Context: an optimization exercise on an open-source flow, tuned for small area, a short achievable clock period and few clock cycles. The choices shown serve that exercise and are no tape-out recipe. The RTL of this run was laid out without a check of its function. Power figures rest on the tool's default switching activity, not on a simulated workload.

<file path="flow/run.sh">
#!/bin/bash
# synth_recipe.tcl (not shown) runs the flow's synth.tcl, then flattens the netlist and writes it again
# the make line also repeats each setting of config.mk as NAME=value (left out here)
make -C /OpenROAD-flow-scripts/flow DESIGN_CONFIG=/design/flow/config.mk WORK_HOME=/design/flow/orfs CLKGATE_MAP_FILE= SYNTH_SCRIPT=/design/flow/synth_recipe.tcl finish
</file>
<file path="flow/config.mk">
export PLATFORM = sky130hd
export DESIGN_NAME = intdec
export DESIGN_NICKNAME = intdec
export VERILOG_FILES = /design/flow/design.v
export SDC_FILE = /design/flow/constraint.sdc
export NUM_CORES = 4
export LEC_CHECK = 0
export CAP_MARGIN = 20
export CORE_MARGIN = 2
export CORE_UTILIZATION = 40
export SLEW_MARGIN = 20
</file>
<file path="flow/constraint.sdc">
create_clock -name core_clock -period 8.0 [get_ports {clk}]
set_input_delay 1.6000 -clock core_clock [delete_from_list [all_inputs] [get_ports {clk}]]
set_output_delay 1.6000 -clock core_clock [all_outputs]
set_load 0.01 [all_outputs]
</file>
<file path="flow/design.v">
module intdec (
    input  wire        clk,
    input  wire        rst,
    input  wire        start,
    input  wire [63:0] in_len,
    input  wire [63:0] out_cap,
    output wire        in_rd,
    output wire [12:0] in_raddr,
    input  wire [63:0] in_rdata,
    output reg         out_we,
    output wire [15:0] out_addr,
    output wire [63:0] out_wdata,
    output wire [13:0] status,
    output wire [63:0] result_len,
    output wire [63:0] err_info
);
    localparam [2:0] K_NONE = 3'd0, K_MLEN = 3'd1, K_SHORT = 3'd2,
                     K_VARINT = 3'd3, K_UNKNOWN = 3'd5, K_CAP = 3'd6,
                     K_RANGE = 3'd7;
    localparam [3:0] S_IDLE = 4'd0, S_C0 = 4'd1, S_C1 = 4'd2, S_C2 = 4'd3,
                     S_STR = 4'd4, S_VAR = 4'd5, S_RCHK = 4'd6, S_RERR1 = 4'd7,
                     S_RERR2 = 4'd8, S_RFILL = 4'd9, S_CCHK = 4'd10;
    reg        busy, done, empty;
    reg [2:0]  kind;
    reg [3:0]  nib;
    reg [3:0]  state;
    reg [63:0] acc;           
    reg [63:0] w;             
    reg [63:0] prev;          
    reg [15:0] lp;            
    reg [16:0] oc;            
    reg [12:0] ra;            
    reg [2:0]  bo;            
    reg [3:0]  vi;            
    reg        vfield;        
    reg [7:0]  rem;           
    reg        full;          
    reg        first;         
    reg        wlast;         
    reg        fin;           
    reg        cmode;         
    reg        counted;       
    wire [1:0] code = (nib <= 4'd2) ? nib[1:0] : 2'd3;
    assign status     = {done ? code : 2'd0, (done && kind == K_UNKNOWN) ? nib : 4'd0,
                         1'b0, kind, empty, kind != K_NONE, done, busy};
    assign result_len = {47'd0, oc & {17{done && kind == K_NONE}}};
    assign err_info   = acc & {64{done && kind != K_NONE}};
    assign out_addr   = oc[15:0];
    assign out_wdata  = acc;
    function [7:0] s8b_count(input [3:0] sel);
        case (sel)
            4'd0:  s8b_count = 8'd240;
            4'd1:  s8b_count = 8'd120;
            4'd2:  s8b_count = 8'd60;
            4'd3:  s8b_count = 8'd30;
            4'd4:  s8b_count = 8'd20;
            4'd5:  s8b_count = 8'd15;
            4'd6:  s8b_count = 8'd12;
            4'd7:  s8b_count = 8'd10;
            4'd8:  s8b_count = 8'd8;
            4'd9:  s8b_count = 8'd7;
            4'd10: s8b_count = 8'd6;
            4'd11: s8b_count = 8'd5;
            4'd12: s8b_count = 8'd4;
            4'd13: s8b_count = 8'd3;
            4'd14: s8b_count = 8'd2;
            default: s8b_count = 8'd1;
        endcase
    endfunction
    function [4:0] s8b_shift(input [3:0] sel);
        case (sel)
            4'd2:  s8b_shift = 5'd1;
            4'd3:  s8b_shift = 5'd2;
            4'd4:  s8b_shift = 5'd3;
            4'd5:  s8b_shift = 5'd4;
            4'd6:  s8b_shift = 5'd5;
            4'd7:  s8b_shift = 5'd6;
            4'd8:  s8b_shift = 5'd7;
            4'd9:  s8b_shift = 5'd8;
            4'd10: s8b_shift = 5'd10;
            4'd11: s8b_shift = 5'd12;
            4'd12: s8b_shift = 5'd15;
            4'd13: s8b_shift = 5'd20;
            4'd14: s8b_shift = 5'd30;
            default: s8b_shift = 5'd0;
        endcase
    endfunction
    function [59:0] s8b_mask(input [3:0] sel);
        case (sel)
            4'd0, 4'd1: s8b_mask = 60'd0;
            4'd15:      s8b_mask = {60{1'b1}};
            default:    s8b_mask = ~({60{1'b1}} << s8b_shift(sel));
        endcase
    endfunction
    wire [3:0]  wsel   = w[63:60];
    wire [63:0] pk_val = {4'd0, w[59:0] & s8b_mask(wsel)} | {63'd0, wsel[3:1] == 3'd0};
    wire [63:0] wv     = full ? w : pk_val;
    wire [63:0] zzw    = {1'b0, wv[63:1]} ^ {64{wv[0]}};
    wire [63:0] field  = {prev[55:0], in_rdata[63:56]};
    wire [7:0]  cur_byte = in_rdata[63 - 8 * bo -: 8];
    wire [15:0] pos    = {ra, bo};
    reg  [63:0] vpart;
    integer j;
    always @(*) begin
        for (j = 0; j < 64; j = j + 1)
            vpart[j] = cur_byte[j % 7] && (vi == j / 7);
    end
    reg        a_keep;
    reg        b_zz, b_prev;
    reg [20:0] b_small;
    reg        produce, load, do_shift, var_w, var_p;
    reg        ra_inc, ra_zero;
    reg        fin_now;
    reg [2:0]  fin_kind;
    reg        fin_empty;
    wire [3:0] sel_next  = prev[55:52];
    wire       lp_short  = lp < 16'd8;
    wire       raw_cap   = {4'd0, lp[15:3]} > oc;
    wire       pk_fast   = counted || ({4'd0, lp[15:3]} <= {8'd0, oc[16:8]});
    wire       is_lastw  = (ra == lp[15:3]);
    wire       rle_cap   = (prev[63:17] != 47'd0) || (prev[16:0] >= oc);
    wire       cnt_cap   = acc[20:0] > {4'd0, oc};
    wire       var_end   = (pos > lp) || (vi == 4'd10);
    wire       var_stop  = !cur_byte[7];
    wire       var_bad   = (vi == 4'd9) && (cur_byte > 8'd1);
    wire       in_range  = (prev[63:17] != 47'd0) || (prev[16] && prev[15:0] != 16'd0);
    always @(*) begin
        a_keep    = 1'b1;
        b_zz      = 1'b0;
        b_prev    = 1'b0;
        b_small   = 21'd0;
        produce   = 1'b0;
        load      = 1'b0;
        do_shift  = 1'b0;
        var_w     = 1'b0;
        var_p     = 1'b0;
        ra_inc    = 1'b0;
        ra_zero   = 1'b0;
        fin_now   = 1'b0;
        fin_kind  = K_NONE;
        fin_empty = 1'b0;
        case (state)
            S_C0: begin
                if (in_range) begin
                    a_keep   = 1'b0;
                    b_prev   = 1'b1;
                    fin_now  = 1'b1;
                    fin_kind = K_RANGE;
                end else if (prev[16:0] == 17'd0) begin
                    fin_now   = 1'b1;
                    fin_empty = 1'b1;
                end
                ra_zero = 1'b1;
            end
            S_C1: ra_inc = 1'b1;
            S_C2: begin
                load = 1'b1;
                case (code)
                    2'd0: begin
                        if (lp[2:0] != 3'd0) begin
                            a_keep = 1'b0; b_small = {5'd0, lp};
                            fin_now = 1'b1; fin_kind = K_MLEN;
                        end else if (raw_cap) begin
                            a_keep = 1'b0; b_small = {8'd0, lp[15:3]};
                            fin_now = 1'b1; fin_kind = K_CAP;
                        end else if (lp == 16'd0) begin
                            fin_now = 1'b1;
                        end
                        ra_inc = 1'b1;
                    end
                    2'd1, 2'd2: begin
                        if (lp_short) begin
                            a_keep = 1'b0; b_small = {5'd0, lp};
                            fin_now = 1'b1; fin_kind = K_SHORT;
                        end
                        ra_inc = (code == 2'd1);
                    end
                    default: begin
                        a_keep = 1'b0; b_small = {17'd0, nib};
                        fin_now = 1'b1; fin_kind = K_UNKNOWN;
                    end
                endcase
            end
            S_STR: begin
                if (rem != 8'd0) begin
                    produce = 1'b1;
                    if (first) a_keep = 1'b0;
                    if (cmode) b_small = first ? 21'd1 : {13'd0, s8b_count(wsel)};
                    else       b_zz = 1'b1;
                    do_shift = !full;
                    if (rem == 8'd1 && !wlast) begin
                        load   = 1'b1;
                        ra_inc = 1'b1;
                    end
                end
                if (fin) fin_now = 1'b1;
            end
            S_VAR: begin
                if (first) begin
                    a_keep = 1'b0;
                    b_zz   = 1'b1;
                end
                if (var_end || (var_stop && var_bad)) begin
                    a_keep   = 1'b0;
                    b_zz     = 1'b0;
                    b_small  = {20'd0, vfield};
                    fin_now  = 1'b1;
                    fin_kind = K_VARINT;
                end else begin
                    var_w  = !vfield;
                    var_p  = vfield;
                    ra_inc = (bo == 3'd7);
                end
            end
            S_RCHK: begin
                if (rle_cap) begin
                    a_keep  = 1'b0;
                    b_small = 21'd1;
                end
            end
            S_RERR1: begin
                b_prev = 1'b1;
            end
            S_RERR2: begin
                a_keep   = 1'b0;
                b_prev   = 1'b1;
                fin_now  = 1'b1;
                fin_kind = K_CAP;
            end
            S_RFILL: begin
                if (oc[15:0] == lp) fin_now = 1'b1;
                else                b_zz = 1'b1;
            end
            S_CCHK: begin
                if (cnt_cap) begin
                    fin_now  = 1'b1;
                    fin_kind = K_CAP;
                end else begin
                    ra_zero = 1'b1;
                end
            end
            default: ;
        endcase
    end
    wire [63:0] opa = acc & {64{a_keep}};
    wire [63:0] opb = (zzw & {64{b_zz}}) | (prev & {64{b_prev}}) | {43'd0, b_small};
    wire [64:0] sum = {1'b0, opa} + {1'b0, opb};
    assign in_rd    = busy;
    assign in_raddr = ra_zero ? 13'd0 : ra + {12'd0, ra_inc};
    wire [59:0] w_shifted = w[59:0] >> s8b_shift(wsel);
    always @(posedge clk) begin
        acc <= sum[63:0];
        if (load)
            w <= field;
        else if (var_w)
            w <= (w & {64{vi != 4'd0}}) | vpart;
        else if (do_shift)
            w[59:0] <= w_shifted;
        if (start && !busy)
            prev <= in_len;
        else if (var_p)
            prev <= (prev & {64{vi != 4'd0}}) | vpart;
        else if (load || state == S_C1)
            prev[55:0] <= in_rdata[55:0];
        ra <= in_raddr;
        if (rst) begin
            state   <= S_IDLE;
            busy    <= 1'b0;
            done    <= 1'b0;
            kind    <= K_NONE;
            empty   <= 1'b0;
            nib     <= 4'd0;
            out_we  <= 1'b0;
            fin     <= 1'b0;
        end else begin
            out_we <= 1'b0;
            if (out_we)
                oc <= oc + 17'd1;
            if (produce) begin
                first <= 1'b0;
                rem   <= rem - 8'd1;
                if (!cmode) out_we <= 1'b1;
                if (rem == 8'd1 && wlast) begin
                    if (cmode) state <= S_CCHK;
                    else       fin   <= 1'b1;
                end
            end
            if (load) begin
                full  <= cmode || code != 2'd1 || state == S_C2;
                rem   <= (cmode || code != 2'd1 || state == S_C2) ? 8'd1 : s8b_count(sel_next);
                wlast <= is_lastw;
            end
            case (state)
                S_IDLE: begin
                    if (start) begin
                        busy    <= 1'b1;
                        done    <= 1'b0;
                        kind    <= K_NONE;
                        empty   <= 1'b0;
                        nib     <= 4'd0;
                        counted <= 1'b0;
                        oc      <= (out_cap[63:16] != 48'd0) ? 17'h10000 : {1'b0, out_cap[15:0]};
                        state   <= S_C0;
                    end
                end
                S_C0: begin
                    lp    <= prev[15:0] - 16'd1;
                    state <= S_C1;
                end
                S_C1: begin
                    nib   <= in_rdata[63:60];
                    state <= S_C2;
                end
                S_C2: begin
                    first  <= 1'b1;
                    cmode  <= 1'b0;
                    fin    <= 1'b0;
                    vi     <= 4'd0;
                    vfield <= 1'b0;
                    bo     <= 3'd1;
                    if (code == 2'd2) begin
                        state <= S_VAR;
                    end else begin
                        state <= S_STR;
                        if (code == 2'd1 && !pk_fast) cmode <= 1'b1;
                        else                          oc    <= 17'd0;
                    end
                end
                S_VAR: begin
                    first <= 1'b0;
                    bo    <= bo + 3'd1;
                    if (var_stop) begin
                        vi     <= 4'd0;
                        vfield <= 1'b1;
                        if (vfield) state <= S_RCHK;
                    end else begin
                        vi <= vi + 4'd1;
                    end
                end
                S_RCHK: begin
                    if (rle_cap) begin
                        state <= S_RERR1;
                    end else begin
                        lp     <= prev[15:0];
                        oc     <= 17'd0;
                        out_we <= 1'b1;
                        state  <= S_RFILL;
                    end
                end
                S_RERR1: begin
                    state <= sum[64] ? S_RERR2 : S_IDLE;
                    if (!sum[64]) begin
                        busy <= 1'b0;
                        done <= 1'b1;
                        kind <= K_CAP;
                    end
                end
                S_RFILL: begin
                    if (!fin_now) out_we <= 1'b1;
                end
                S_CCHK: begin
                    if (!cnt_cap) begin
                        counted <= 1'b1;
                        state   <= S_C1;
                    end
                end
                default: ;
            endcase
            if (fin_now) begin
                state <= S_IDLE;
                busy  <= 1'b0;
                done  <= 1'b1;
                kind  <= fin_kind;
                empty <= fin_empty;
                fin   <= 1'b0;
                if (fin_kind == K_NONE && state != S_STR && state != S_RFILL)
                    oc <= 17'd0;
            end
        end
    end
endmodule
</file>
==> flow_summary.toml <==
[clock_tree]
cts_buffers = 40
root_buffer = "clkbuf_16"
cts_tree = "done"
cts_sinks = 296
cts.path.max_buffers = 3
cts_setup_buffers = 0
htree_levels = 2
clock_latency_ns = 0.60
holdBufCountCts = 0
cts.clk_slew.worst_paths_ns = 0.05
post_cts_resized = 0

[timing]
final.period_utilization_pct = 96.5
tightest_slew_ns = 1.19
grt_setup_unrepaired = "no"
holdWs_ns = 0.527
slew_violations = 0
relSlewSlack_pct = 20.4
max_freq_mhz = 130
period_needed_ns = 7.72
finalSetupTns_ns = 0
skew_ns = 0.0366
setup_viol = 0
fin_ws_ns = 0.281
hold_viol = 0

[critical_path]
arrival_ns = 6.12
path_cells = "clkdlybuf4s50_1 -> mux4_2 -> nand2b_1 -> a32oi_1 -> a21oi_1 -> nor4_4 -> buf_4 -> nand2_1 -> o2111ai_1 -> ha_1 -> ha_1 -> and3_1 -> nand3_1 -> xor2_1 -> nor2_1 -> clkdlybuf4s50_1"
reg2reg_to = "acc[63]$_DFF_P_"
critPathMaxStageDelay_ns = 0.59
crit_buf_inv = 3
critPathMaxFanout = 8
crit_path_end_kind = "output port"
startpoint = "in_rdata[49]"
r2r_start = "bo[0]$_SDFFCE_PN1P_"
required_ns = 6.40
cp-start-kind = "primary input"
cp.depth = 16
reg2regPathDepth = 23
cp_top_family = "buffers and inverters"
r2r_setup_slack_ns = 0.73
cp-endpoint = "in_raddr[10]"
slowest_stage = "a32oi_1"
path_class = "primary input to output port"

[placement]
gp_congestion = 0.982
portBuffers = 383
pre_cts_slack_ns = 0.229
dpl.cell_count = 4230
hpwlAfterDp_mm = 92.0

[yosys]
synth_area_um2 = 26500
yosysWarnings = 1
synth-main-ff-cell = "edfxtp_1"
yosysSeqAreaShare_pct = 29.2
post-synth-top-count-cell = "nand2_1"
synth_area_leaders = "edfxtp_1, dfxtp_1, ha_1, nand2_1, mux4_2"
synth.distinct_cells = 87
yosysTopAreaCell = "edfxtp_1"
syn_avg_cell_area_um2 = 8.50
yosys-top-cells-count = "nand2_1, nor2_1, o21ai_0"
synth-async-reset-ratio_pct = 0
synth_seq_cells = 296
synth_top_area_share_pct = 20.6
synth_edf_count = 182
postSynthCellCount = 3117

[detailed_routing]
routedWlPerCell_um = 27.6
vias = 27200
firstDrtPassIters = 9
wirelength_mm = 119
via_per_inst = 6.31
drcViolationCount = 0
drt_iter0_markers = 3383
final_antenna_net_count = 0

[hold_path]
hp-start = "empty$_SDFFE_PP0P_"
min_path_type = "flop to flop"

[power_and_ir_drop]
leakage_nw = 13.2
ir_drop_mv = 0.156
power_density_nw_per_um2 = 256

[cells_and_area]
drive_above_1_share_pct = 7.27
nets = 3769
multi_input_area_um2 = 17400
utilization_pct = 49.2
seq_area_um2 = 7750
area_growth_pct = 22.0
fillers = 6363
fin_cells = 4304

[run]
cap_violations = 0

[die]
core-area_um2 = 65600
io_pins = 432
num_rows = 94
dieArea_um2 = 68300
die_w_um = 261
die_y_um = 261
start_util_pct = 40.4

[global_routing]
grt_antenna_before_repair = 3
overflow = 0
grt_max_degree = 87
grt_use_total_pct = 33.5
grt_pass1_wl_mm = 170
grt_pass1_vias = 25500

[run_status]
status = "complete, no violations"
[worst min-delay path by stage]
| stage | end | slack (ns) | depth (start not counted) |
|---|---|---|---|
| after floorplan | empty$_SDFFE_PP0P_ | 0.46 | 2 |
| after global placement | fin$_SDFFE_PP0P_ | 0.50 | 2 |
| after detailed placement | empty$_SDFFE_PP0P_ | 0.51 | 2 |
| after CTS | empty$_SDFFE_PP0P_ | 0.52 | 2 |
| after global routing | rem[1]$_DFFE_PP_ | 0.55 | 2 |
| final | empty$_SDFFE_PP0P_ | 0.53 | 2 |
[where the power goes]
group          switching, mW  internal [mW]
clock network          0.775           1.01
registers              0.584           2.05
logic                   2.21           1.65
[cell families (layout without fill, tap and decap cells)]
logic type	after synthesis	after routing	share of synthesized area [%]
other	1	50	0.0142
AO/OA/AOI/OAI	839	839	22.2
flip-flops	296	296	29.2
AND/OR/NAND/NOR	1154	1154	21.0
adder cells (fa/ha/maj)	167	167	7.91
multiplexers	135	135	7.77
buffers and inverters	347	621	5.98
XOR/XNOR	178	178	5.88
[tightest hold or removal path, stage by stage (launching register included)]
cell and delay, ns:
dfxtp_1 0.34, a21oi_1 0.08, nor2_1 0.07
[routing by layer]
layer  vias up  GRT usage (%)  wire [um]
met3       308           4.88      10100
met1     13200           45.7      49200
met5         -              0         18
met2      1523           50.8      52500
met4         2           18.7       7040
li1      12200              -          -
[cells in the final DEF, fill, tap and decap left out, types with 85 or more instances in the layout]
master and count:
nand2_1 392, ha_1 165, xnor2_1 125, a21oi_1 147, clkdlybuf4s50_1 383, o21ai_0 183
inv_1 85, nor2_1 234, dfxtp_1 111, edfxtp_1 182, nor2b_1 89, and3_1 110
[metrics by stage]
step                area (um^2)  total power [mW]
finish                    32300              8.28
global route              32300              8.68
CTS                       32300              8.22
detailed placement        31000              6.42
global placement          31000              6.36
floorplan                 26700              4.76
[layout make-up]
type / instances / share of cell area (%)
Clock buffer: 58 / 3.46
Antenna cell: 2 / 0.0155
Timing Repair Buffer: 459 / 13.7
Sequential cell: 296 / 24.0
Clock inverter: 14 / 0.476
Inverter: 90 / 1.05
Tap cell: 864 / 3.35
Multi-Input combinational cell: 2521 / 54.0

==> separate check: timing with driven ports <==
How much do the figures lean on ideal ports? The routed layout below was timed once more, with nothing changed but the port constraints.
Step 1 sets driving cells, clkbuf_16 on the clock port and buf_2 on the other inputs (assumed; they add their load-dependent delay and slew).
Step 2, shift: input delay + t, output delay - t, t = (earliest + latest rising clock arrival at the registers) / 2. This alone moves slack from input paths to output paths.
Slacks: no drivers / after step 1 / after step 2; pairs: no drivers / after step 1.
t (ns): 0.649
setup slack, ns: 0.281 / 0.244 / 0.081
worst setup path at the end: input to register
worst data-port slew with drivers (ns): 0.08
After both steps this run still meets setup and hold. For this run, drivers alone change the setup slack by -0.037 ns; drivers and shift together by -0.200 ns.
